What follows belongs to an exercise in optimizing a design on an open flow for small area, a short achievable clock period and few clock cycles per item; a production flow would make more cautious choices.
In this exercise RTL edits were held to simulation tests only and were not proved equivalent to the original.

==> flow/design.v (outline; a module is shown in full before it is edited, if it fits) <==
// module gf_ka64: 138 lines
// module gf128_field: 692 lines
module gf128_field (
    input  wire         clk,
    input  wire         rst,         
    input  wire         req_valid,
    output wire         req_ready,
    input  wire [1:0]   req_op,
    input  wire [127:0] req_a,
    input  wire [127:0] req_b,
    output reg          rsp_valid,
    output wire [127:0] rsp_data
);
  // ...
==> flow/run.sh <==
#!/bin/bash
# synth_recipe.tcl (not shown) runs the flow's synth.tcl, then flattens the netlist and writes it again
# the make line also repeats each setting of config.mk as NAME=value (left out here)
make -C /OpenROAD-flow-scripts/flow DESIGN_CONFIG=/design/flow/config.mk WORK_HOME=/design/flow/orfs CLKGATE_MAP_FILE= SYNTH_SCRIPT=/design/flow/synth_recipe.tcl finish
==> flow/config.mk <==
export PLATFORM = sky130hd
export DESIGN_NAME = gf128_field
export DESIGN_NICKNAME = gf128_field
export VERILOG_FILES = /design/flow/design.v
export SDC_FILE = /design/flow/constraint.sdc
export NUM_CORES = 4
export LEC_CHECK = 0
export CAP_MARGIN = 20
export CORE_MARGIN = 2
export CORE_UTILIZATION = 40
export SLEW_MARGIN = 20
==> flow/constraint.sdc <==
create_clock -name core_clock -period 6.0 [get_ports {clk}]
set_input_delay 1.2000 -clock core_clock [delete_from_list [all_inputs] [get_ports {clk}]]
set_output_delay 1.2000 -clock core_clock [all_outputs]
set_load 0.01 [all_outputs]
==> impl_metrics.ini, run 1 <==
[status]
run_status = finished with violations
so.violations = negative setup slack

[setup_path]
element_type_at_the_critical_path_end = flip-flop
critical_path.most_common_cell = sky130_fd_sc_hd__buf_4
r2r_slack_ps = -230
criticalPathCategory = reg2reg

[logic_synthesis]
synth_top_area_share_pct = 27.4
synthCells = 11300
yosysWarningCount = 1
fraction_of_synthesized_cell_area_in_xor_and_xnor_cells_pct = 44.4
mux_share_of_post_synthesis_cell_area_pct = 1.58
asyncSetResetFlopFracSynth_pct = 0

[final_layout]
layout.clock_buffers = 104
layout.area.top_class = multi-input gates
largestRegisters = s (128), t (128), z (128)
multi_input_area_share_pct = 60.7

[global_route]
grt_pass1_vias = 89300
met1_usage_pct = 59.0

[run]
drv_cap = 0

[routing]
wl_met1_um = 213000
detail_route.drc_violations = 0

[die]
core_region_area_um2 = 228000
floorplan.initialDensity_pct = 40.3
die-width_um = 483

[sta]
clock_skew_ps = 46.5
layout_setup_ws_ps = -226
setup-tns-final_ps = -618
final_setup_violation_count = 8
rsz0062_at_grt = false

[placed_design]
gpl.final_weighted_congestion = 1.16

[clocking]
clock_tree.root_cell = sky130_fd_sc_hd__clkbuf_16
Testbench counts, summed over its fixed seeds: cycles 5,769, items 360.
==> module gf128_field, before the edit <==
module gf128_field (
    input  wire         clk,
    input  wire         rst,         
    input  wire         req_valid,
    output wire         req_ready,
    input  wire [1:0]   req_op,
    input  wire [127:0] req_a,
    input  wire [127:0] req_b,
    output reg          rsp_valid,
    output wire [127:0] rsp_data
);
  localparam OP_MUL = 2'd0;
  localparam OP_POW = 2'd1;
  localparam OP_INV = 2'd2;
  localparam I_START = 3'd0;   
  localparam I_SQ    = 3'd1;   
  localparam I_WAIT2 = 3'd2;   
  localparam I_FINW  = 3'd3;   
  function [127:0] f_sq;
    input [127:0] v;
    begin
      f_sq[0] = v[0] ^ v[64] ^ v[127];
      f_sq[1] = v[64] ^ v[125] ^ v[127];
      f_sq[2] = v[1] ^ v[64] ^ v[65] ^ v[125] ^ v[127];
      f_sq[3] = v[65] ^ v[125] ^ v[126];
      f_sq[4] = v[2] ^ v[65] ^ v[66] ^ v[126];
      f_sq[5] = v[66] ^ v[126] ^ v[127];
      f_sq[6] = v[3] ^ v[66] ^ v[67] ^ v[127];
      f_sq[7] = v[64] ^ v[67];
      f_sq[8] = v[4] ^ v[67] ^ v[68] ^ v[125];
      f_sq[9] = v[65] ^ v[68];
      f_sq[10] = v[5] ^ v[68] ^ v[69] ^ v[126];
      f_sq[11] = v[66] ^ v[69];
      f_sq[12] = v[6] ^ v[69] ^ v[70] ^ v[127];
      f_sq[13] = v[67] ^ v[70];
      f_sq[14] = v[7] ^ v[70] ^ v[71];
      f_sq[15] = v[68] ^ v[71];
      f_sq[16] = v[8] ^ v[71] ^ v[72];
      f_sq[17] = v[69] ^ v[72];
      f_sq[18] = v[9] ^ v[72] ^ v[73];
      f_sq[19] = v[70] ^ v[73];
      f_sq[20] = v[10] ^ v[73] ^ v[74];
      f_sq[21] = v[71] ^ v[74];
      f_sq[22] = v[11] ^ v[74] ^ v[75];
      f_sq[23] = v[72] ^ v[75];
      f_sq[24] = v[12] ^ v[75] ^ v[76];
      f_sq[25] = v[73] ^ v[76];
      f_sq[26] = v[13] ^ v[76] ^ v[77];
      f_sq[27] = v[74] ^ v[77];
      f_sq[28] = v[14] ^ v[77] ^ v[78];
      f_sq[29] = v[75] ^ v[78];
      f_sq[30] = v[15] ^ v[78] ^ v[79];
      f_sq[31] = v[76] ^ v[79];
      f_sq[32] = v[16] ^ v[79] ^ v[80];
      f_sq[33] = v[77] ^ v[80];
      f_sq[34] = v[17] ^ v[80] ^ v[81];
      f_sq[35] = v[78] ^ v[81];
      f_sq[36] = v[18] ^ v[81] ^ v[82];
      f_sq[37] = v[79] ^ v[82];
      f_sq[38] = v[19] ^ v[82] ^ v[83];
      f_sq[39] = v[80] ^ v[83];
      f_sq[40] = v[20] ^ v[83] ^ v[84];
      f_sq[41] = v[81] ^ v[84];
      f_sq[42] = v[21] ^ v[84] ^ v[85];
      f_sq[43] = v[82] ^ v[85];
      f_sq[44] = v[22] ^ v[85] ^ v[86];
      f_sq[45] = v[83] ^ v[86];
      f_sq[46] = v[23] ^ v[86] ^ v[87];
      f_sq[47] = v[84] ^ v[87];
      f_sq[48] = v[24] ^ v[87] ^ v[88];
      f_sq[49] = v[85] ^ v[88];
      f_sq[50] = v[25] ^ v[88] ^ v[89];
      f_sq[51] = v[86] ^ v[89];
      f_sq[52] = v[26] ^ v[89] ^ v[90];
      f_sq[53] = v[87] ^ v[90];
      f_sq[54] = v[27] ^ v[90] ^ v[91];
      f_sq[55] = v[88] ^ v[91];
      f_sq[56] = v[28] ^ v[91] ^ v[92];
      f_sq[57] = v[89] ^ v[92];
      f_sq[58] = v[29] ^ v[92] ^ v[93];
      f_sq[59] = v[90] ^ v[93];
      f_sq[60] = v[30] ^ v[93] ^ v[94];
      f_sq[61] = v[91] ^ v[94];
      f_sq[62] = v[31] ^ v[94] ^ v[95];
      f_sq[63] = v[92] ^ v[95];
      f_sq[64] = v[32] ^ v[95] ^ v[96];
      f_sq[65] = v[93] ^ v[96];
      f_sq[66] = v[33] ^ v[96] ^ v[97];
      f_sq[67] = v[94] ^ v[97];
      f_sq[68] = v[34] ^ v[97] ^ v[98];
      f_sq[69] = v[95] ^ v[98];
      f_sq[70] = v[35] ^ v[98] ^ v[99];
      f_sq[71] = v[96] ^ v[99];
      f_sq[72] = v[36] ^ v[99] ^ v[100];
      f_sq[73] = v[97] ^ v[100];
      f_sq[74] = v[37] ^ v[100] ^ v[101];
      f_sq[75] = v[98] ^ v[101];
      f_sq[76] = v[38] ^ v[101] ^ v[102];
      f_sq[77] = v[99] ^ v[102];
      f_sq[78] = v[39] ^ v[102] ^ v[103];
      f_sq[79] = v[100] ^ v[103];
      f_sq[80] = v[40] ^ v[103] ^ v[104];
      f_sq[81] = v[101] ^ v[104];
      f_sq[82] = v[41] ^ v[104] ^ v[105];
      f_sq[83] = v[102] ^ v[105];
      f_sq[84] = v[42] ^ v[105] ^ v[106];
      f_sq[85] = v[103] ^ v[106];
      f_sq[86] = v[43] ^ v[106] ^ v[107];
      f_sq[87] = v[104] ^ v[107];
      f_sq[88] = v[44] ^ v[107] ^ v[108];
      f_sq[89] = v[105] ^ v[108];
      f_sq[90] = v[45] ^ v[108] ^ v[109];
      f_sq[91] = v[106] ^ v[109];
      f_sq[92] = v[46] ^ v[109] ^ v[110];
      f_sq[93] = v[107] ^ v[110];
      f_sq[94] = v[47] ^ v[110] ^ v[111];
      f_sq[95] = v[108] ^ v[111];
      f_sq[96] = v[48] ^ v[111] ^ v[112];
      f_sq[97] = v[109] ^ v[112];
      f_sq[98] = v[49] ^ v[112] ^ v[113];
      f_sq[99] = v[110] ^ v[113];
      f_sq[100] = v[50] ^ v[113] ^ v[114];
      f_sq[101] = v[111] ^ v[114];
      f_sq[102] = v[51] ^ v[114] ^ v[115];
      f_sq[103] = v[112] ^ v[115];
      f_sq[104] = v[52] ^ v[115] ^ v[116];
      f_sq[105] = v[113] ^ v[116];
      f_sq[106] = v[53] ^ v[116] ^ v[117];
      f_sq[107] = v[114] ^ v[117];
      f_sq[108] = v[54] ^ v[117] ^ v[118];
      f_sq[109] = v[115] ^ v[118];
      f_sq[110] = v[55] ^ v[118] ^ v[119];
      f_sq[111] = v[116] ^ v[119];
      f_sq[112] = v[56] ^ v[119] ^ v[120];
      f_sq[113] = v[117] ^ v[120];
      f_sq[114] = v[57] ^ v[120] ^ v[121];
      f_sq[115] = v[118] ^ v[121];
      f_sq[116] = v[58] ^ v[121] ^ v[122];
      f_sq[117] = v[119] ^ v[122];
      f_sq[118] = v[59] ^ v[122] ^ v[123];
      f_sq[119] = v[120] ^ v[123];
      f_sq[120] = v[60] ^ v[123] ^ v[124];
      f_sq[121] = v[121] ^ v[124];
      f_sq[122] = v[61] ^ v[124] ^ v[125];
      f_sq[123] = v[122] ^ v[125];
      f_sq[124] = v[62] ^ v[125] ^ v[126];
      f_sq[125] = v[123] ^ v[126];
      f_sq[126] = v[63] ^ v[126] ^ v[127];
      f_sq[127] = v[124] ^ v[127];
    end
  endfunction
  function [127:0] f_rz64;
    input [127:0] v;
    begin
      f_rz64[0] = v[64];
      f_rz64[1] = v[64] ^ v[65];
      f_rz64[2] = v[64] ^ v[65] ^ v[66];
      f_rz64[3] = v[65] ^ v[66] ^ v[67];
      f_rz64[4] = v[66] ^ v[67] ^ v[68];
      f_rz64[5] = v[67] ^ v[68] ^ v[69];
      f_rz64[6] = v[68] ^ v[69] ^ v[70];
      f_rz64[7] = v[64] ^ v[69] ^ v[70] ^ v[71];
      f_rz64[8] = v[65] ^ v[70] ^ v[71] ^ v[72];
      f_rz64[9] = v[66] ^ v[71] ^ v[72] ^ v[73];
      f_rz64[10] = v[67] ^ v[72] ^ v[73] ^ v[74];
      f_rz64[11] = v[68] ^ v[73] ^ v[74] ^ v[75];
      f_rz64[12] = v[69] ^ v[74] ^ v[75] ^ v[76];
      f_rz64[13] = v[70] ^ v[75] ^ v[76] ^ v[77];
      f_rz64[14] = v[71] ^ v[76] ^ v[77] ^ v[78];
      f_rz64[15] = v[72] ^ v[77] ^ v[78] ^ v[79];
      f_rz64[16] = v[73] ^ v[78] ^ v[79] ^ v[80];
      f_rz64[17] = v[74] ^ v[79] ^ v[80] ^ v[81];
      f_rz64[18] = v[75] ^ v[80] ^ v[81] ^ v[82];
      f_rz64[19] = v[76] ^ v[81] ^ v[82] ^ v[83];
      f_rz64[20] = v[77] ^ v[82] ^ v[83] ^ v[84];
      f_rz64[21] = v[78] ^ v[83] ^ v[84] ^ v[85];
      f_rz64[22] = v[79] ^ v[84] ^ v[85] ^ v[86];
      f_rz64[23] = v[80] ^ v[85] ^ v[86] ^ v[87];
      f_rz64[24] = v[81] ^ v[86] ^ v[87] ^ v[88];
      f_rz64[25] = v[82] ^ v[87] ^ v[88] ^ v[89];
      f_rz64[26] = v[83] ^ v[88] ^ v[89] ^ v[90];
      f_rz64[27] = v[84] ^ v[89] ^ v[90] ^ v[91];
      f_rz64[28] = v[85] ^ v[90] ^ v[91] ^ v[92];
      f_rz64[29] = v[86] ^ v[91] ^ v[92] ^ v[93];
      f_rz64[30] = v[87] ^ v[92] ^ v[93] ^ v[94];
      f_rz64[31] = v[88] ^ v[93] ^ v[94] ^ v[95];
      f_rz64[32] = v[89] ^ v[94] ^ v[95] ^ v[96];
      f_rz64[33] = v[90] ^ v[95] ^ v[96] ^ v[97];
      f_rz64[34] = v[91] ^ v[96] ^ v[97] ^ v[98];
      f_rz64[35] = v[92] ^ v[97] ^ v[98] ^ v[99];
      f_rz64[36] = v[93] ^ v[98] ^ v[99] ^ v[100];
      f_rz64[37] = v[94] ^ v[99] ^ v[100] ^ v[101];
      f_rz64[38] = v[95] ^ v[100] ^ v[101] ^ v[102];
      f_rz64[39] = v[96] ^ v[101] ^ v[102] ^ v[103];
      f_rz64[40] = v[97] ^ v[102] ^ v[103] ^ v[104];
      f_rz64[41] = v[98] ^ v[103] ^ v[104] ^ v[105];
      f_rz64[42] = v[99] ^ v[104] ^ v[105] ^ v[106];
      f_rz64[43] = v[100] ^ v[105] ^ v[106] ^ v[107];
      f_rz64[44] = v[101] ^ v[106] ^ v[107] ^ v[108];
      f_rz64[45] = v[102] ^ v[107] ^ v[108] ^ v[109];
      f_rz64[46] = v[103] ^ v[108] ^ v[109] ^ v[110];
      f_rz64[47] = v[104] ^ v[109] ^ v[110] ^ v[111];
      f_rz64[48] = v[105] ^ v[110] ^ v[111] ^ v[112];
      f_rz64[49] = v[106] ^ v[111] ^ v[112] ^ v[113];
      f_rz64[50] = v[107] ^ v[112] ^ v[113] ^ v[114];
      f_rz64[51] = v[108] ^ v[113] ^ v[114] ^ v[115];
      f_rz64[52] = v[109] ^ v[114] ^ v[115] ^ v[116];
      f_rz64[53] = v[110] ^ v[115] ^ v[116] ^ v[117];
      f_rz64[54] = v[111] ^ v[116] ^ v[117] ^ v[118];
      f_rz64[55] = v[112] ^ v[117] ^ v[118] ^ v[119];
      f_rz64[56] = v[113] ^ v[118] ^ v[119] ^ v[120];
      f_rz64[57] = v[114] ^ v[119] ^ v[120] ^ v[121];
      f_rz64[58] = v[115] ^ v[120] ^ v[121] ^ v[122];
      f_rz64[59] = v[116] ^ v[121] ^ v[122] ^ v[123];
      f_rz64[60] = v[117] ^ v[122] ^ v[123] ^ v[124];
      f_rz64[61] = v[118] ^ v[123] ^ v[124] ^ v[125];
      f_rz64[62] = v[119] ^ v[124] ^ v[125] ^ v[126];
      f_rz64[63] = v[120] ^ v[125] ^ v[126] ^ v[127];
      f_rz64[64] = v[0] ^ v[121] ^ v[126] ^ v[127];
      f_rz64[65] = v[1] ^ v[122] ^ v[127];
      f_rz64[66] = v[2] ^ v[123];
      f_rz64[67] = v[3] ^ v[124];
      f_rz64[68] = v[4] ^ v[125];
      f_rz64[69] = v[5] ^ v[126];
      f_rz64[70] = v[6] ^ v[127];
      f_rz64[71] = v[7];
      f_rz64[72] = v[8];
      f_rz64[73] = v[9];
      f_rz64[74] = v[10];
      f_rz64[75] = v[11];
      f_rz64[76] = v[12];
      f_rz64[77] = v[13];
      f_rz64[78] = v[14];
      f_rz64[79] = v[15];
      f_rz64[80] = v[16];
      f_rz64[81] = v[17];
      f_rz64[82] = v[18];
      f_rz64[83] = v[19];
      f_rz64[84] = v[20];
      f_rz64[85] = v[21];
      f_rz64[86] = v[22];
      f_rz64[87] = v[23];
      f_rz64[88] = v[24];
      f_rz64[89] = v[25];
      f_rz64[90] = v[26];
      f_rz64[91] = v[27];
      f_rz64[92] = v[28];
      f_rz64[93] = v[29];
      f_rz64[94] = v[30];
      f_rz64[95] = v[31];
      f_rz64[96] = v[32];
      f_rz64[97] = v[33];
      f_rz64[98] = v[34];
      f_rz64[99] = v[35];
      f_rz64[100] = v[36];
      f_rz64[101] = v[37];
      f_rz64[102] = v[38];
      f_rz64[103] = v[39];
      f_rz64[104] = v[40];
      f_rz64[105] = v[41];
      f_rz64[106] = v[42];
      f_rz64[107] = v[43];
      f_rz64[108] = v[44];
      f_rz64[109] = v[45];
      f_rz64[110] = v[46];
      f_rz64[111] = v[47];
      f_rz64[112] = v[48];
      f_rz64[113] = v[49];
      f_rz64[114] = v[50];
      f_rz64[115] = v[51];
      f_rz64[116] = v[52];
      f_rz64[117] = v[53];
      f_rz64[118] = v[54];
      f_rz64[119] = v[55];
      f_rz64[120] = v[56];
      f_rz64[121] = v[57];
      f_rz64[122] = v[58];
      f_rz64[123] = v[59];
      f_rz64[124] = v[60];
      f_rz64[125] = v[61];
      f_rz64[126] = v[62];
      f_rz64[127] = v[63];
    end
  endfunction
  function [127:0] f_rp64;
    input [127:0] v;
    begin
      f_rp64[0] = v[64];
      f_rp64[1] = v[64] ^ v[65];
      f_rp64[2] = v[64] ^ v[65] ^ v[66];
      f_rp64[3] = v[65] ^ v[66] ^ v[67];
      f_rp64[4] = v[66] ^ v[67] ^ v[68];
      f_rp64[5] = v[67] ^ v[68] ^ v[69];
      f_rp64[6] = v[68] ^ v[69] ^ v[70];
      f_rp64[7] = v[64] ^ v[69] ^ v[70] ^ v[71];
      f_rp64[8] = v[65] ^ v[70] ^ v[71] ^ v[72];
      f_rp64[9] = v[66] ^ v[71] ^ v[72] ^ v[73];
      f_rp64[10] = v[67] ^ v[72] ^ v[73] ^ v[74];
      f_rp64[11] = v[68] ^ v[73] ^ v[74] ^ v[75];
      f_rp64[12] = v[69] ^ v[74] ^ v[75] ^ v[76];
      f_rp64[13] = v[70] ^ v[75] ^ v[76] ^ v[77];
      f_rp64[14] = v[71] ^ v[76] ^ v[77] ^ v[78];
      f_rp64[15] = v[72] ^ v[77] ^ v[78] ^ v[79];
      f_rp64[16] = v[73] ^ v[78] ^ v[79] ^ v[80];
      f_rp64[17] = v[74] ^ v[79] ^ v[80] ^ v[81];
      f_rp64[18] = v[75] ^ v[80] ^ v[81] ^ v[82];
      f_rp64[19] = v[76] ^ v[81] ^ v[82] ^ v[83];
      f_rp64[20] = v[77] ^ v[82] ^ v[83] ^ v[84];
      f_rp64[21] = v[78] ^ v[83] ^ v[84] ^ v[85];
      f_rp64[22] = v[79] ^ v[84] ^ v[85] ^ v[86];
      f_rp64[23] = v[80] ^ v[85] ^ v[86] ^ v[87];
      f_rp64[24] = v[81] ^ v[86] ^ v[87] ^ v[88];
      f_rp64[25] = v[82] ^ v[87] ^ v[88] ^ v[89];
      f_rp64[26] = v[83] ^ v[88] ^ v[89] ^ v[90];
      f_rp64[27] = v[84] ^ v[89] ^ v[90] ^ v[91];
      f_rp64[28] = v[85] ^ v[90] ^ v[91] ^ v[92];
      f_rp64[29] = v[86] ^ v[91] ^ v[92] ^ v[93];
      f_rp64[30] = v[87] ^ v[92] ^ v[93] ^ v[94];
      f_rp64[31] = v[88] ^ v[93] ^ v[94] ^ v[95];
      f_rp64[32] = v[89] ^ v[94] ^ v[95] ^ v[96];
      f_rp64[33] = v[90] ^ v[95] ^ v[96] ^ v[97];
      f_rp64[34] = v[91] ^ v[96] ^ v[97] ^ v[98];
      f_rp64[35] = v[92] ^ v[97] ^ v[98] ^ v[99];
      f_rp64[36] = v[93] ^ v[98] ^ v[99] ^ v[100];
      f_rp64[37] = v[94] ^ v[99] ^ v[100] ^ v[101];
      f_rp64[38] = v[95] ^ v[100] ^ v[101] ^ v[102];
      f_rp64[39] = v[96] ^ v[101] ^ v[102] ^ v[103];
      f_rp64[40] = v[97] ^ v[102] ^ v[103] ^ v[104];
      f_rp64[41] = v[98] ^ v[103] ^ v[104] ^ v[105];
      f_rp64[42] = v[99] ^ v[104] ^ v[105] ^ v[106];
      f_rp64[43] = v[100] ^ v[105] ^ v[106] ^ v[107];
      f_rp64[44] = v[101] ^ v[106] ^ v[107] ^ v[108];
      f_rp64[45] = v[102] ^ v[107] ^ v[108] ^ v[109];
      f_rp64[46] = v[103] ^ v[108] ^ v[109] ^ v[110];
      f_rp64[47] = v[104] ^ v[109] ^ v[110] ^ v[111];
      f_rp64[48] = v[105] ^ v[110] ^ v[111] ^ v[112];
      f_rp64[49] = v[106] ^ v[111] ^ v[112] ^ v[113];
      f_rp64[50] = v[107] ^ v[112] ^ v[113] ^ v[114];
      f_rp64[51] = v[108] ^ v[113] ^ v[114] ^ v[115];
      f_rp64[52] = v[109] ^ v[114] ^ v[115] ^ v[116];
      f_rp64[53] = v[110] ^ v[115] ^ v[116] ^ v[117];
      f_rp64[54] = v[111] ^ v[116] ^ v[117] ^ v[118];
      f_rp64[55] = v[112] ^ v[117] ^ v[118] ^ v[119];
      f_rp64[56] = v[113] ^ v[118] ^ v[119] ^ v[120];
      f_rp64[57] = v[114] ^ v[119] ^ v[120] ^ v[121];
      f_rp64[58] = v[115] ^ v[120] ^ v[121] ^ v[122];
      f_rp64[59] = v[116] ^ v[121] ^ v[122] ^ v[123];
      f_rp64[60] = v[117] ^ v[122] ^ v[123] ^ v[124];
      f_rp64[61] = v[118] ^ v[123] ^ v[124] ^ v[125];
      f_rp64[62] = v[119] ^ v[124] ^ v[125] ^ v[126];
      f_rp64[63] = v[120] ^ v[125] ^ v[126];
      f_rp64[64] = v[0] ^ v[121] ^ v[126];
      f_rp64[65] = v[1] ^ v[122];
      f_rp64[66] = v[2] ^ v[123];
      f_rp64[67] = v[3] ^ v[124];
      f_rp64[68] = v[4] ^ v[125];
      f_rp64[69] = v[5] ^ v[126];
      f_rp64[70] = v[6];
      f_rp64[71] = v[7];
      f_rp64[72] = v[8];
      f_rp64[73] = v[9];
      f_rp64[74] = v[10];
      f_rp64[75] = v[11];
      f_rp64[76] = v[12];
      f_rp64[77] = v[13];
      f_rp64[78] = v[14];
      f_rp64[79] = v[15];
      f_rp64[80] = v[16];
      f_rp64[81] = v[17];
      f_rp64[82] = v[18];
      f_rp64[83] = v[19];
      f_rp64[84] = v[20];
      f_rp64[85] = v[21];
      f_rp64[86] = v[22];
      f_rp64[87] = v[23];
      f_rp64[88] = v[24];
      f_rp64[89] = v[25];
      f_rp64[90] = v[26];
      f_rp64[91] = v[27];
      f_rp64[92] = v[28];
      f_rp64[93] = v[29];
      f_rp64[94] = v[30];
      f_rp64[95] = v[31];
      f_rp64[96] = v[32];
      f_rp64[97] = v[33];
      f_rp64[98] = v[34];
      f_rp64[99] = v[35];
      f_rp64[100] = v[36];
      f_rp64[101] = v[37];
      f_rp64[102] = v[38];
      f_rp64[103] = v[39];
      f_rp64[104] = v[40];
      f_rp64[105] = v[41];
      f_rp64[106] = v[42];
      f_rp64[107] = v[43];
      f_rp64[108] = v[44];
      f_rp64[109] = v[45];
      f_rp64[110] = v[46];
      f_rp64[111] = v[47];
      f_rp64[112] = v[48];
      f_rp64[113] = v[49];
      f_rp64[114] = v[50];
      f_rp64[115] = v[51];
      f_rp64[116] = v[52];
      f_rp64[117] = v[53];
      f_rp64[118] = v[54];
      f_rp64[119] = v[55];
      f_rp64[120] = v[56];
      f_rp64[121] = v[57];
      f_rp64[122] = v[58];
      f_rp64[123] = v[59];
      f_rp64[124] = v[60];
      f_rp64[125] = v[61];
      f_rp64[126] = v[62];
      f_rp64[127] = v[63];
    end
  endfunction
  reg         busy;
  reg         acc_pend;
  reg [1:0]   mode;
  reg         m0, m1, m2;      
  reg [63:0]  xa, xb, ya, yb;  
  reg [127:0] z;
  reg [127:0] s;
  reg [63:0]  e;
  reg         one;             
  reg [127:0] t;
  reg         tneed;           
  reg         tinit;           
  reg         tst;
  reg [2:0]   ist;
  reg [2:0]   ij;
  reg [4:0]   icnt;
  assign req_ready = acc_pend;
  assign rsp_data  = z;
  wire [126:0] p;
  gf_ka64 u_mul (.a(xa), .b(ya), .p(p));
  wire [127:0] p128 = {1'b0, p};
  wire [127:0] zmul = p128
                    ^ (m2 ? f_rp64(p128) : 128'h0)
                    ^ ((m1 | m2) ? f_rz64(z) : 128'h0)
                    ^ (m1 ? z : 128'h0);
  reg          sq_z;           
  wire [127:0] sq1 = f_sq(sq_z ? z : s);
  wire [127:0] sq2 = f_sq(sq1);
  wire [127:0] sq4 = f_sq(f_sq(sq2));
  wire [127:0] tsq2 = f_sq(f_sq(t));
  wire mul_free = ~(m0 | m1 | m2);
  wire e_zero   = (e == 64'h0);
  wire fin_mul = (mode == OP_MUL) & m2;
  wire fin_pow = (mode == OP_POW) & e_zero & (m2 | mul_free) & ~tinit;
  wire fin_inv = (mode == OP_INV) & m2 & (ist == I_FINW);
  wire fin     = busy & (fin_mul | fin_pow | fin_inv);
  wire load    = (~busy | fin) & req_valid & ~acc_pend;
  reg        x_from_a, x_from_z, x_from_zm, x_one;
  reg        y_from_b, y_from_s, y_from_sq, y_from_t;
  reg        t_from_z, t_from_sq2;
  reg        s_from_a, s_from_sq1, s_from_sq2, s_from_sq4;
  reg        e_load, e_sh1, e_sh2, e_sh4;
  reg        z_from_s, z_one;
  reg        start;
  always @* begin
    x_from_a = 1'b0; x_from_z = 1'b0; x_from_zm = 1'b0; x_one = 1'b0;
    y_from_b = 1'b0; y_from_s = 1'b0; y_from_sq = 1'b0; y_from_t = 1'b0;
    t_from_z = 1'b0; t_from_sq2 = 1'b0;
    s_from_a = 1'b0; s_from_sq1 = 1'b0; s_from_sq2 = 1'b0; s_from_sq4 = 1'b0;
    e_load = 1'b0; e_sh1 = 1'b0; e_sh2 = 1'b0; e_sh4 = 1'b0;
    z_from_s = 1'b0; z_one = 1'b0;
    start = 1'b0;
    sq_z = 1'b0;
    if (load) begin
      case (req_op)
        OP_POW: begin
          s_from_a = 1'b1;
          x_from_a = 1'b1;
          e_load   = 1'b1;
        end
        OP_INV: begin
          s_from_a = 1'b1;
          x_from_a = 1'b1;
        end
        default: begin
          x_from_a = 1'b1;
          y_from_b = 1'b1;
          start    = 1'b1;
        end
      endcase
    end
    if (busy && !fin) begin
      if (mode == OP_POW) begin
        if (tinit) begin
          if (!tst) begin
            y_from_sq = 1'b1;
            start     = 1'b1;
          end else if (mul_free) begin
            t_from_z  = 1'b1;
          end
        end else if (!e_zero) begin
          if (e[1:0] != 2'b00) begin
            if (one && e[1:0] == 2'b01) begin
              z_from_s   = 1'b1;
              s_from_sq2 = 1'b1;
              t_from_sq2 = 1'b1;
              e_sh2      = 1'b1;
            end else if (one | m2 | mul_free) begin
              x_one      = one;
              x_from_zm  = ~one & m2;
              x_from_z   = ~one & mul_free;
              y_from_s   = (e[1:0] == 2'b01);
              y_from_sq  = (e[1:0] == 2'b10);
              y_from_t   = (e[1:0] == 2'b11);
              start      = 1'b1;
              s_from_sq2 = 1'b1;
              t_from_sq2 = 1'b1;
              e_sh2      = 1'b1;
            end
          end else if (!tneed && e[3:2] == 2'b00) begin
            s_from_sq4 = 1'b1;
            e_sh4      = 1'b1;
          end else begin
            s_from_sq2 = 1'b1;
            t_from_sq2 = 1'b1;
            e_sh2      = 1'b1;
          end
        end
      end else if (mode == OP_INV) begin
        case (ist)
          I_START: begin
            s_from_sq1 = 1'b1;
            y_from_sq  = 1'b1;
            start      = 1'b1;
          end
          I_SQ: begin
            if (icnt > 5'd1) begin
              s_from_sq4 = 1'b1;
            end else if (icnt == 5'd1) begin
              s_from_sq2 = 1'b1;
            end else if (m2 | mul_free) begin
              y_from_sq = 1'b1;
              x_from_zm = m2;
              x_from_z  = mul_free;
              start     = 1'b1;
            end
          end
          I_WAIT2: begin
            if (mul_free) begin
              sq_z      = 1'b1;
              y_from_sq = 1'b1;
              start     = 1'b1;
              if (ij == 3'd5) begin
                x_one      = 1'b1;
              end else begin
                x_from_a   = 1'b1;
                s_from_sq1 = 1'b1;
              end
            end
          end
          default: ;
        endcase
      end
    end
  end
  always @(posedge clk) begin
    if (rst) begin
      busy      <= 1'b0;
      acc_pend  <= 1'b0;
      rsp_valid <= 1'b0;
      m0        <= 1'b0;
      m1        <= 1'b0;
      m2        <= 1'b0;
    end else begin
      rsp_valid <= fin;
      m0 <= start;
      m1 <= m0;
      m2 <= m1;
      if (load) begin
        busy     <= 1'b1;
        mode     <= req_op;
        acc_pend <= (req_op != OP_INV);
        one      <= 1'b1;
        ist      <= I_START;
        tneed    <= |(req_b[63:0] & {req_b[62:0], 1'b0} & 64'haaaa_aaaa_aaaa_aaaa);
        tinit    <= (req_op == OP_POW) &&
                    |(req_b[63:0] & {req_b[62:0], 1'b0} & 64'haaaa_aaaa_aaaa_aaaa);
        tst      <= 1'b0;
      end else begin
        if (fin)
          busy <= 1'b0;
        if (req_valid)
          acc_pend <= 1'b0;
        if (busy && !fin && mode == OP_POW && (z_from_s || x_one))
          one <= 1'b0;
        if (busy && !fin && mode == OP_POW && tinit) begin
          tst <= 1'b1;
          if (t_from_z)
            tinit <= 1'b0;
        end
        if (busy && !fin && mode == OP_INV) begin
          case (ist)
            I_START: begin
              ist  <= I_SQ;
              ij   <= 3'd0;
              icnt <= 5'd0;
            end
            I_SQ: begin
              if (icnt != 5'd0)
                icnt <= icnt - 5'd1;
              else if (m2 | mul_free)
                ist <= I_WAIT2;
            end
            I_WAIT2: begin
              if (mul_free) begin
                if (ij == 3'd5) begin
                  ist <= I_FINW;
                end else begin
                  ist  <= I_SQ;
                  ij   <= ij + 3'd1;
                  icnt <= 5'd1 << ij;
                  if (ij == 3'd4)
                    acc_pend <= 1'b1;
                end
              end
            end
            default: ;
          endcase
        end
      end
    end
  end
  always @(posedge clk) begin
    if (x_from_a) begin
      xa <= req_a[127:64];
      xb <= req_a[63:0];
    end else if (x_from_z) begin
      xa <= z[127:64];
      xb <= z[63:0];
    end else if (x_from_zm) begin
      xa <= zmul[127:64];
      xb <= zmul[63:0];
    end else if (x_one) begin
      xa <= 64'h0;
      xb <= 64'h1;
    end else if (m0) begin
      xa <= xa ^ xb;
    end else if (m1) begin
      xa <= xb;
    end
    if (y_from_b) begin
      ya <= req_b[127:64];
      yb <= req_b[63:0];
    end else if (y_from_s) begin
      ya <= s[127:64];
      yb <= s[63:0];
    end else if (y_from_sq) begin
      ya <= sq1[127:64];
      yb <= sq1[63:0];
    end else if (y_from_t) begin
      ya <= t[127:64];
      yb <= t[63:0];
    end else if (m0) begin
      ya <= ya ^ yb;
    end else if (m1) begin
      ya <= yb;
    end
    if (m0 | m1 | m2)
      z <= zmul;
    else if (z_from_s)
      z <= s;
    else if (fin & (mode == OP_POW) & one)
      z <= 128'h1;
    if (s_from_a)
      s <= req_a;
    else if (s_from_sq4)
      s <= sq4;
    else if (s_from_sq2)
      s <= sq2;
    else if (s_from_sq1)
      s <= sq1;
    if (t_from_z)
      t <= z;
    else if (t_from_sq2)
      t <= tsq2;
    if (e_load)
      e <= req_b[63:0];
    else if (e_sh4)
      e <= {4'b0000, e[63:4]};
    else if (e_sh2)
      e <= {2'b00, e[63:2]};
    else if (e_sh1)
      e <= {1'b0, e[63:1]};
  end
endmodule
==> run 2: changes to the inputs <==
--- a/flow/design.v
+++ b/flow/design.v
@@ -583,5 +583,6 @@
   wire [127:0] sq2 = f_sq(sq1);
   wire [127:0] sq4 = f_sq(f_sq(sq2));
-  wire [127:0] tsq2 = f_sq(f_sq(t));
+  wire [127:0] tsq1 = f_sq(t);
+  wire [127:0] tsq2 = f_sq(tsq1);
   wire mul_free = ~(m0 | m1 | m2);
   wire e_zero   = (e == 64'h0);
@@ -593,5 +594,5 @@
   reg        x_from_a, x_from_z, x_from_zm, x_one;
   reg        y_from_b, y_from_s, y_from_sq, y_from_t;
-  reg        t_from_z, t_from_sq2;
+  reg        t_from_z, t_from_sq1, t_from_sq2;
   reg        s_from_a, s_from_sq1, s_from_sq2, s_from_sq4;
   reg        e_load, e_sh1, e_sh2, e_sh4;
@@ -601,5 +602,5 @@
     x_from_a = 1'b0; x_from_z = 1'b0; x_from_zm = 1'b0; x_one = 1'b0;
     y_from_b = 1'b0; y_from_s = 1'b0; y_from_sq = 1'b0; y_from_t = 1'b0;
-    t_from_z = 1'b0; t_from_sq2 = 1'b0;
+    t_from_z = 1'b0; t_from_sq1 = 1'b0; t_from_sq2 = 1'b0;
     s_from_a = 1'b0; s_from_sq1 = 1'b0; s_from_sq2 = 1'b0; s_from_sq4 = 1'b0;
     e_load = 1'b0; e_sh1 = 1'b0; e_sh2 = 1'b0; e_sh4 = 1'b0;
@@ -611,10 +612,8 @@
         OP_POW: begin
           s_from_a = 1'b1;
-          x_from_a = 1'b1;
           e_load   = 1'b1;
         end
         OP_INV: begin
           s_from_a = 1'b1;
-          x_from_a = 1'b1;
         end
         default: begin
@@ -629,4 +628,5 @@
         if (tinit) begin
           if (!tst) begin
+            x_from_a  = 1'b1;
             y_from_sq = 1'b1;
             start     = 1'b1;
@@ -635,6 +635,6 @@
           end
         end else if (!e_zero) begin
-          if (e[1:0] != 2'b00) begin
-            if (one && e[1:0] == 2'b01) begin
+          if (e[0]) begin
+            if (one && !e[1]) begin
               z_from_s   = 1'b1;
               s_from_sq2 = 1'b1;
@@ -645,7 +645,6 @@
               x_from_zm  = ~one & m2;
               x_from_z   = ~one & mul_free;
-              y_from_s   = (e[1:0] == 2'b01);
-              y_from_sq  = (e[1:0] == 2'b10);
-              y_from_t   = (e[1:0] == 2'b11);
+              y_from_s   = ~e[1];
+              y_from_t   = e[1];
               start      = 1'b1;
               s_from_sq2 = 1'b1;
@@ -653,4 +652,8 @@
               e_sh2      = 1'b1;
             end
+          end else if (e[1]) begin
+            s_from_sq1 = 1'b1;
+            t_from_sq1 = 1'b1;
+            e_sh1      = 1'b1;
           end else if (!tneed && e[3:2] == 2'b00) begin
             s_from_sq4 = 1'b1;
@@ -666,4 +669,5 @@
           I_START: begin
             s_from_sq1 = 1'b1;
+            x_from_a   = 1'b1;
             y_from_sq  = 1'b1;
             start      = 1'b1;
@@ -718,7 +722,6 @@
         one      <= 1'b1;
         ist      <= I_START;
-        tneed    <= |(req_b[63:0] & {req_b[62:0], 1'b0} & 64'haaaa_aaaa_aaaa_aaaa);
-        tinit    <= (req_op == OP_POW) &&
-                    |(req_b[63:0] & {req_b[62:0], 1'b0} & 64'haaaa_aaaa_aaaa_aaaa);
+        tneed    <= |(req_b[63:0] & {req_b[62:0], 1'b0});
+        tinit    <= (req_op == OP_POW) && |(req_b[63:0] & {req_b[62:0], 1'b0});
         tst      <= 1'b0;
       end else begin
@@ -767,37 +770,37 @@
   end
   always @(posedge clk) begin
-    if (x_from_a) begin
-      xa <= req_a[127:64];
-      xb <= req_a[63:0];
-    end else if (x_from_z) begin
-      xa <= z[127:64];
-      xb <= z[63:0];
-    end else if (x_from_zm) begin
-      xa <= zmul[127:64];
-      xb <= zmul[63:0];
-    end else if (x_one) begin
-      xa <= 64'h0;
-      xb <= 64'h1;
-    end else if (m0) begin
-      xa <= xa ^ xb;
-    end else if (m1) begin
-      xa <= xb;
+    if (start) begin
+      if (x_from_zm) begin
+        xa <= zmul[127:64];
+        xb <= zmul[63:0];
+      end else if (x_from_a) begin
+        xa <= req_a[127:64];
+        xb <= req_a[63:0];
+      end else if (x_from_z) begin
+        xa <= z[127:64];
+        xb <= z[63:0];
+      end else begin   
+        xa <= 64'h0;
+        xb <= 64'h1;
+      end
+    end else begin
+      xa <= m0 ? (xa ^ xb) : xb;
     end
-    if (y_from_b) begin
-      ya <= req_b[127:64];
-      yb <= req_b[63:0];
-    end else if (y_from_s) begin
-      ya <= s[127:64];
-      yb <= s[63:0];
-    end else if (y_from_sq) begin
-      ya <= sq1[127:64];
-      yb <= sq1[63:0];
-    end else if (y_from_t) begin
-      ya <= t[127:64];
-      yb <= t[63:0];
-    end else if (m0) begin
-      ya <= ya ^ yb;
-    end else if (m1) begin
-      ya <= yb;
+    if (start) begin
+      if (y_from_b) begin
+        ya <= req_b[127:64];
+        yb <= req_b[63:0];
+      end else if (y_from_s) begin
+        ya <= s[127:64];
+        yb <= s[63:0];
+      end else if (y_from_sq) begin
+        ya <= sq1[127:64];
+        yb <= sq1[63:0];
+      end else begin   
+        ya <= t[127:64];
+        yb <= t[63:0];
+      end
+    end else begin
+      ya <= m0 ? (ya ^ yb) : yb;
     end
     if (m0 | m1 | m2)
@@ -819,4 +822,6 @@
     else if (t_from_sq2)
       t <= tsq2;
+    else if (t_from_sq1)
+      t <= tsq1;
     if (e_load)
       e <= req_b[63:0];
--- a/flow/config.mk
+++ b/flow/config.mk
@@ -9,3 +9,4 @@
 export CORE_MARGIN = 2
 export CORE_UTILIZATION = 40
+export SETUP_SLACK_MARGIN = 0.6
 export SLEW_MARGIN = 20
==> impl_metrics.ini, run 2 <==
[sta]
timing.final.hold_violations = 0
timing_worst_slew_pin_value_ps = 1390
relative_max_transition_margin_pct = 7.10
period_share_pct = 91.4
timing.hold.ws_ps = 542
final_setup_violation_count = 0
max_clock_freq_ghz = 0.182
finalWorstPathRequiredPeriod_ps = 5490
clock_skew_ps = 37.5
timing_max_transition_violations_final = 0
rsz0062_at_grt = true

[final_layout]
area_growth_pct = 20.1
final_cells = 15700
mostFrequentLayoutCells = sky130_fd_sc_hd__xnor2_1 (2,543), sky130_fd_sc_hd__nor2_1 (1,856), sky130_fd_sc_hd__nand2_1 (1,466), sky130_fd_sc_hd__xor2_1 (1,204), sky130_fd_sc_hd__buf_4 (1,145)
nNetsFinal = 12700
final_common_cell = sky130_fd_sc_hd__xnor2_1
post_route_cells_drive_above_1_share_pct = 14.3
largestRegisters = s (128), t (128), z (128)
finalInstanceArea_um2 = 113000
final_util_pct = 48.4

[routing]
total_length_of_routed_wires_um = 651000
detail_route.drc_violations = 0
detailedRoute.firstIterationViolations = 17900
via_count = 100000
first_pass_drt_iterations = 7
avgRoutedWirePerCell_um = 41.5
final_antenna_net_count = 0
route.detailed.vias_per_inst = 6.37

[setup_path]
critPathRequiredTime_ps = 6520
critical_path_peak_fanout = 6
critical_path.max_stage_delay_ps = 720
element_type_at_the_critical_path_end = flip-flop
r2r_slack_ps = 510
worstPathArrival_ps = 6010
criticalPathCategory = reg2reg
timing.critical_path.from = xa[55]
crit_path_start_kind = flip-flop
timing.critical_path.cells = buf_4 -> nand2_1 -> xor2_1 -> xnor2_1 -> xnor2_1 -> xnor3_4 -> xnor2_4 -> xnor3_4 -> xnor3_1 -> xor2_1 -> a32o_1 -> a31oi_1 -> xor2_2 -> a21oi_1
r2r.worst_path.cells = 14
slowest_stage = sky130_fd_sc_hd__xnor3_4
launch_instance_of_the_worst_register_to_register_path = xa[55]
critical_register_to_register_path_endpoint = xb[36]

[logic_synthesis]
post_synth_main_area_contributors = sky130_fd_sc_hd__xnor2_1 (25%), sky130_fd_sc_hd__edfxtp_1 (19%), sky130_fd_sc_hd__xor2_1 (11%)
asyncSetResetFlopFracSynth_pct = 0
synth_enable_flop_cells = 592
synth_top_area_share_pct = 24.7
synth_ff_type = sky130_fd_sc_hd__edfxtp_1
synth_most_common_cell = sky130_fd_sc_hd__xnor2_1
synthCells = 11600
synthesis.nets = 11900
synthesis.area_um2 = 94000
ys_seq_area_share_pct = 21.8
synth_seq_cells = 726
synth.avg_cell_area_um2 = 8.07
post-synth-top-area-cell = sky130_fd_sc_hd__xnor2_1
post_synth_num_cell_types = 76
synth_top_cells_by_count = sky130_fd_sc_hd__xnor2_1 (2,654), sky130_fd_sc_hd__nor2_1 (1,869), sky130_fd_sc_hd__nand2_1 (1,471)
yosysWarningCount = 1

[run]
drv_cap = 0

[die]
die_height_um = 489
design.die.area_um2 = 239000
ios = 391
floorplan.initialDensity_pct = 40.3
placementRows = 177
die-width_um = 489
core_region_area_um2 = 233000

[clocking]
cts-htree-levels = 3
cts-root-to-sink-buffers = 3
clock_tree_from_tritoncts = yes
clock_tree.root_cell = sky130_fd_sc_hd__clkbuf_16
clock_sinks = 726
cts_made_buffers = 89
worstSkewPairLatency_ps = 790
cts.reportedPaths.clkPinSlew_ps = 70
cts.hold.buffers_added = 0

[global_route]
antenna_found_initial = 70
gr-total-overflow = 0
grt_pass1_wl_um = 849000
grt_pass1_vias = 91100
track_usage_pct = 52.6
grt_start_max_net_pins = 179

[placed_design]
post_dp_cell_area_um2 = 108000
gpl.final_weighted_congestion = 1.18
detailed_place_hpwl_um = 519000
place.port_buffers = 390
placedCellCount = 15400

[worst_hold_path]
hold_path_startpoint = xb[9]
hold_end = xa[9]
holdPathStages = 2
hold_path.class = reg2reg

[status]
run_status = timing/DRC/antenna clean
==> run 2: cell type report <==
| type | instances | area, um2 |
|---|---|---|
| clock inverter | 52 | 626 |
| clock buffer | 114 | 2400 |
| multi-input combinational | 9994 | 71500 |
| fill | 22700 | 120000 |
| timing repair buffer | 1594 | 13700 |
| antenna | 62 | 155 |
| tap | 3132 | 3920 |
| inverter | 24 | 101 |
| sequential | 726 | 20600 |
==> run 2: through the flow <==
stage	setup TNS [ps]	setup slack, ps
floorplan	0	891
global placement	-5960	-567
detailed placement	-3620	-608
CTS	0	481
global route	0	544
finish	0	514
==> run 2: routing by layer <==
layer | up-vias | routed length (um) | part of all wire (%) | GRT usage (%)
li1 | 40200 | - | - | -
met1 | 48500 | 229000 | 35 | 63.1
met2 | 8974 | 253000 | 39 | 71.3
met3 | 2251 | 92600 | 14 | 20.1
met4 | 36 | 75800 | 12 | 49.4
met5 | - | 411 | 0.063 | 1.15
==> run 2: what timing repair did <==
action	in CTS	in global routing
buffers inserted	3	27
pin swaps	2	13
gates resized for setup	115	132
endpoints found under the setup margin	133	99
==> run 2: worst max-delay path by stage <==
stage          slack, ps      to  depth (start not counted)
4_1_cts              480  xb[36]                         14
6_report             510  xb[36]                         14
3_3_place_gp        -570  xb[36]                         15
2_1_floorplan        890   xb[0]                         14
3_5_place_dp        -610  xb[36]                         15
5_1_grt              540  xb[12]                         18
==> run 2: logic make-up after synthesis <==
logic type      after synthesis  share of synthesized area (%)
buf+inv                     924                           4.02
fa+ha+maj                    15                          0.200
mux                          90                          0.969
compound gates             2002                           13.1
flops                       726                           21.8
simple gates               3623                           15.1
xor+xnor                   4264                           44.9
==> run 2: critical path, delay by kind of cell (launching register included) <==
| kind | cells | cell delay (ps) |
|---|---|---|
| buf+inv | 1 | 280 |
| flops | 1 | 690 |
| compound gates | 3 | 950 |
| simple gates | 1 | 80 |
| xor+xnor | 9 | 3210 |
Testbench counts of run 2, summed over its fixed seeds: cycles 5,515, items 360.

static timing again, ports no longer ideal:
In the flow no input, the clock included, has a driving cell. The finished layouts below were timed again as built, in two steps. Step 1, drivers: a clkbuf_16 drives clk and a buf_2 each remaining input, both assumed. Step 2 also shifts input and output timing later by t, the mid clock arrival at the registers, as if the neighbouring blocks saw the same clock. Three values: ideal ports, drivers, drivers and shift; two values: the first two.
| run | t (ns) | setup WS [ns] | hold WS [ns] | pins driven straight from the clock port |
|---|---|---|---|---|
| run 1 | 0.859 | -0.226 / -0.226 / -0.226 | 0.542 / 0.542 / 0.542 | 1 |
| run 2 | 0.861 | 0.514 / 0.514 / 0.514 | 0.542 / 0.542 / 0.542 | 1 |
